What follows belongs to an exercise in optimizing a design on an open flow for small area, a short achievable clock period and few clock cycles; a production flow would make more cautious choices.
Only simulation tests tie the RTL to the original design; equivalence was not proved.
Power figures rest on the tool's default switching activity, not on a simulated workload.

## build 8
Design saes_core, start of the top module:
module saes_core (
    input  wire        clk,
    input  wire        rst,
    input  wire        bus_valid,
    input  wire        bus_write,
    input  wire [3:0]  bus_addr,
    input  wire [15:0] bus_wdata,
    output wire        bus_ready,
    output reg  [15:0] bus_rdata
);
clock: 12.0 ns
lec_check: 0
cap_margin: 10
core_margin: 2
core_utilization: 40
slew_margin: 10
standard.sh (not shown) runs the stock make flow with config.mk's settings and CLKGATE_MAP_FILE= SYNTH_SCRIPT=/design/flow/synth_recipe.tcl, a recipe that flattens the netlist after the stock synthesis.
==> flow/flow/run.sh <==
#!/bin/bash
# Layout: the standard flow (standard synthesis, floorplan, placement,
# CTS, routing) with these changes to how the layout is made:
#  - every port is still buffered, with buf_4 cells instead of the slow
#    delay-cell buffers buffer_ports picks by default;
#  - the clock tree is built from clkbuf_8 cells in larger sink clusters
#    and without dummy loads (the tree stays balanced by CTS as usual).
# The SDC (clock period, I/O delays, loads) is unchanged. The make/ORFS
# output goes to flow_make.log here; ORFS keeps each tool's own log under
# orfs/logs/.
set -euo pipefail
MARGIN=${MARGIN:-5.8}
bash standard.sh \
    "SETUP_SLACK_MARGIN=${MARGIN}" \
    "BUFFER_PORTS_ARGS=-buffer_cell sky130_fd_sc_hd__buf_4" \
    "CTS_ARGS=-sink_clustering_enable -repair_clock_nets -dont_use_dummy_load -buf_list sky130_fd_sc_hd__clkbuf_8 -sink_clustering_size 20" \
    finish > flow_make.log 2>&1
Testbench counts of build 8, summed over its fixed seeds: cycles 20,364.
### build 8 -> build 52
- ABC_AREA now 1, previously not set
-- flow/flow/run.sh --
<<< build 8, line 11
set -euo pipefail
MARGIN=${MARGIN:-5.8}
bash standard.sh \
>>> build 52, line 11
set -euo pipefail
MARGIN=${MARGIN:-5.9}
bash standard.sh \
Results
From build 8 to build 52 the numbers moved as follows: total chip power has decreased, wire length rose by 8000 µm.
Compared with build 8, in build 52 floorplan die width picked up an extra 0.72%, non-filler instance count after layout climbed about 30%.
For build 54, these inputs were changed with respect to build 52:
- CAP_MARGIN now 20, was 10
- SETUP_SLACK_MARGIN now 5, previously not set
- ABC_AREA no longer set, was 1
- SLEW_MARGIN now 20, was 10
==> flow/run.sh (new file) <==
#!/bin/bash
# synth_recipe.tcl (not shown) runs the flow's synth.tcl, then flattens the netlist and writes it again
# the make line also repeats each setting of config.mk as NAME=value (left out here)
make -C /OpenROAD-flow-scripts/flow DESIGN_CONFIG=/design/flow/config.mk WORK_HOME=/design/flow/orfs CLKGATE_MAP_FILE= SYNTH_SCRIPT=/design/flow/synth_recipe.tcl finish
removed: flow/flow/run.sh
removed: flow/standard.sh
==> summary.txt <==
Build 54 gives less net count after synthesis than build 52 did. Relative to build 52, the total standard cell area after synthesis measured on build 54 has decreased slightly. Final cell count went down by more than 10% going from build 52 to build 54. Summary of the comparison: mux contribution to synthesized area is higher in build 54, relative to build 52. In build 54, the internal power contribution came out about 70% above the value in build 52. Compared with build 52, build 54 is the more power-hungry design. Across both runs, number of core rows was lower for build 54 than for build 52. Against build 52 as the reference, build 54 delivers a lower clock transition at the registers of the reported paths. Clock latency on the worst-skew pair (build 54 over build 52): decrease, 110 ps. Build 54 vs build 52 on number of gates on the worst path with buffers counted: build 54 is the lower one.
[inputs] build 3 vs build 54
- swapping 40 for 70 in CORE_UTILIZATION
- clearing SETUP_SLACK_MARGIN, which used to be 5
- putting PLACE_DENSITY at 0.8 where nothing was set
==> flow/flow/run.sh (new file) <==
#!/bin/bash
set -euo pipefail
MARGIN=${MARGIN:-6.0}
bash standard.sh \
    "SETUP_SLACK_MARGIN=${MARGIN}" \
    "BUFFER_PORTS_ARGS=-buffer_cell sky130_fd_sc_hd__buf_4" \
    finish > flow_make.log 2>&1
==> flow/standard.sh (new file) <==
#!/bin/bash
# synth_recipe.tcl (not shown) runs the flow's synth.tcl, then flattens the netlist and writes it again
# the make line also repeats each setting of config.mk as NAME=value (left out here)
make -C /OpenROAD-flow-scripts/flow DESIGN_CONFIG=/design/flow/config.mk WORK_HOME=/design/flow/orfs CLKGATE_MAP_FILE= SYNTH_SCRIPT=/design/flow/synth_recipe.tcl "${@:-finish}"
removed: flow/run.sh
Results
- Comparing build 54 and build 3, the one run not ending clean was build 3.
- Comparing build 54 and build 3, the lower number of cells after detailed placement is on build 3.
- On TritonCTS buffer count, build 54 and build 3 are neck and neck.
- Looking only at starting density of the core, and setting everything else aside, the higher value of build 54 and build 3 goes to build 3.
- Against build 54, build 3 comes in about 2.5% lower on cell area reported after detailed placement.
- The width of the die of build 3 is lower than that of build 54.
- | synthesized netlist cell count | build 3 vs build 54 | ≈ equal |
Modified inputs, build 45 compared to build 3
- CORE_UTILIZATION changed from 70 to 40
- PLACE_DENSITY removed (was 0.8)
==> flow/flow/run.sh <==
#!/bin/bash
# Layout: the standard flow (standard synthesis, floorplan, placement,
# CTS, routing) with these changes to how the layout is made:
#  - every port is still buffered, with buf_4 cells instead of the slow
#    delay-cell buffers buffer_ports picks by default;
#  - the clock tree is built from clkbuf_8 cells in larger sink clusters
#    and without dummy loads (the tree stays balanced by CTS as usual).
# The SDC (clock period, I/O delays, loads) is unchanged. The make/ORFS
# output goes to flow_make.log here; ORFS keeps each tool's own log under
# orfs/logs/.
set -euo pipefail
MARGIN=${MARGIN:-5.6}
bash standard.sh \
    "SETUP_SLACK_MARGIN=${MARGIN}" \
    "BUFFER_PORTS_ARGS=-buffer_cell sky130_fd_sc_hd__buf_4" \
    "CTS_ARGS=-sink_clustering_enable -repair_clock_nets -dont_use_dummy_load -buf_list sky130_fd_sc_hd__clkbuf_8 -sink_clustering_size 20" \
    finish > flow_make.log 2>&1
--- outcome ---
Of build 45 and build 3, just one finished clean: build 45. Build 3 terminated abnormally: 5_1_grt reported GRT-0232. Build 3 -> build 45: share of flip-flops with an asynchronous set or reset after synthesis delta 0, exact match. Summary of build 45 over build 3: post-CTS setup buffer count -41, initial cell density of the core -30 points. Measured against each other, build 45 and build 3 differ in cell area after placement, the lower figure coming from build 3. From build 45 to build 3, CTS H-tree depth did not move at all. The number of hold buffers added after CTS was comparable across build 45 and build 3. | cell count after placement | lower: build 3 |. Summary of build 45 over build 3: number of placement rows grew by 18; floorplan die width rose about 30%; synthesized area divided by synthesized cell count comparable.
--- input diff build 45..build 1 ---
- SLEW_MARGIN now 10, was 20
- CAP_MARGIN now 10, was 20
- TNS_END_PERCENT now 0, previously not set
-- flow/flow/run.sh --
<<< build 45, line 11
set -euo pipefail
MARGIN=${MARGIN:-5.6}
bash standard.sh \
>>> build 1, line 11
set -euo pipefail
MARGIN=${MARGIN:-5.9}
bash standard.sh \
==> summary.txt <==
Build 45 reports its cell with the largest stage delay on the worst path as sky130_fd_sc_hd__a211oi_2 while build 1 reports sky130_fd_sc_hd__o21ai_0. Synthesis-to-finish area growth: build 45 and build 1 compared, lower one is build 45. Diff build 45..build 1 | power share of the sequential group | negligible. Setup slack: build 45 and build 1 compared, lower one is build 45. Re number of buffers added on ports: no difference whatsoever between build 45 and build 1. No stage failed in build 45, and the final checks on the layout all came back clean. Build 1: complete, dirty (capacitance limit, slew limit).

==> static timing again, ports no longer ideal <==
The results above use ideal ports. As a check the final layouts listed here were re-extracted and re-timed, cells and wires unchanged.
Step 1 (the two cells are an assumption about what drives the block):
set clk [get_ports {clk}]
set_driving_cell -lib_cell sky130_fd_sc_hd__clkbuf_16 $clk
set_driving_cell -lib_cell sky130_fd_sc_hd__buf_2 [delete_from_list [all_inputs] $clk]
Step 2 times the ports against the registers' clock, not the clock port: input delays grow and output delays shrink by t, the midpoint of the rising clock arrivals with the driver on.
a / b / c = no drivers / after step 1 / after step 2; a / b = the first two.
run	t, ns	slack for setup (ns)	clock arrival spread, ns
build 8	0.562	5.837 / 5.775 / 5.417	0.044 / 0.044
build 52	0.609	5.858 / 5.802 / 5.505	0.041 / 0.041
build 54	0.505	5.001 / 4.981 / 4.810	0.013 / 0.012
build 45	0.565	5.700 / 5.674 / 5.363	0.046 / 0.045
build 1	0.572	5.832 / 5.853 / 5.287	0.033 / 0.033
For build 1, which loses most, drivers alone change the setup slack by +0.021 ns; drivers and shift together by -0.545 ns.
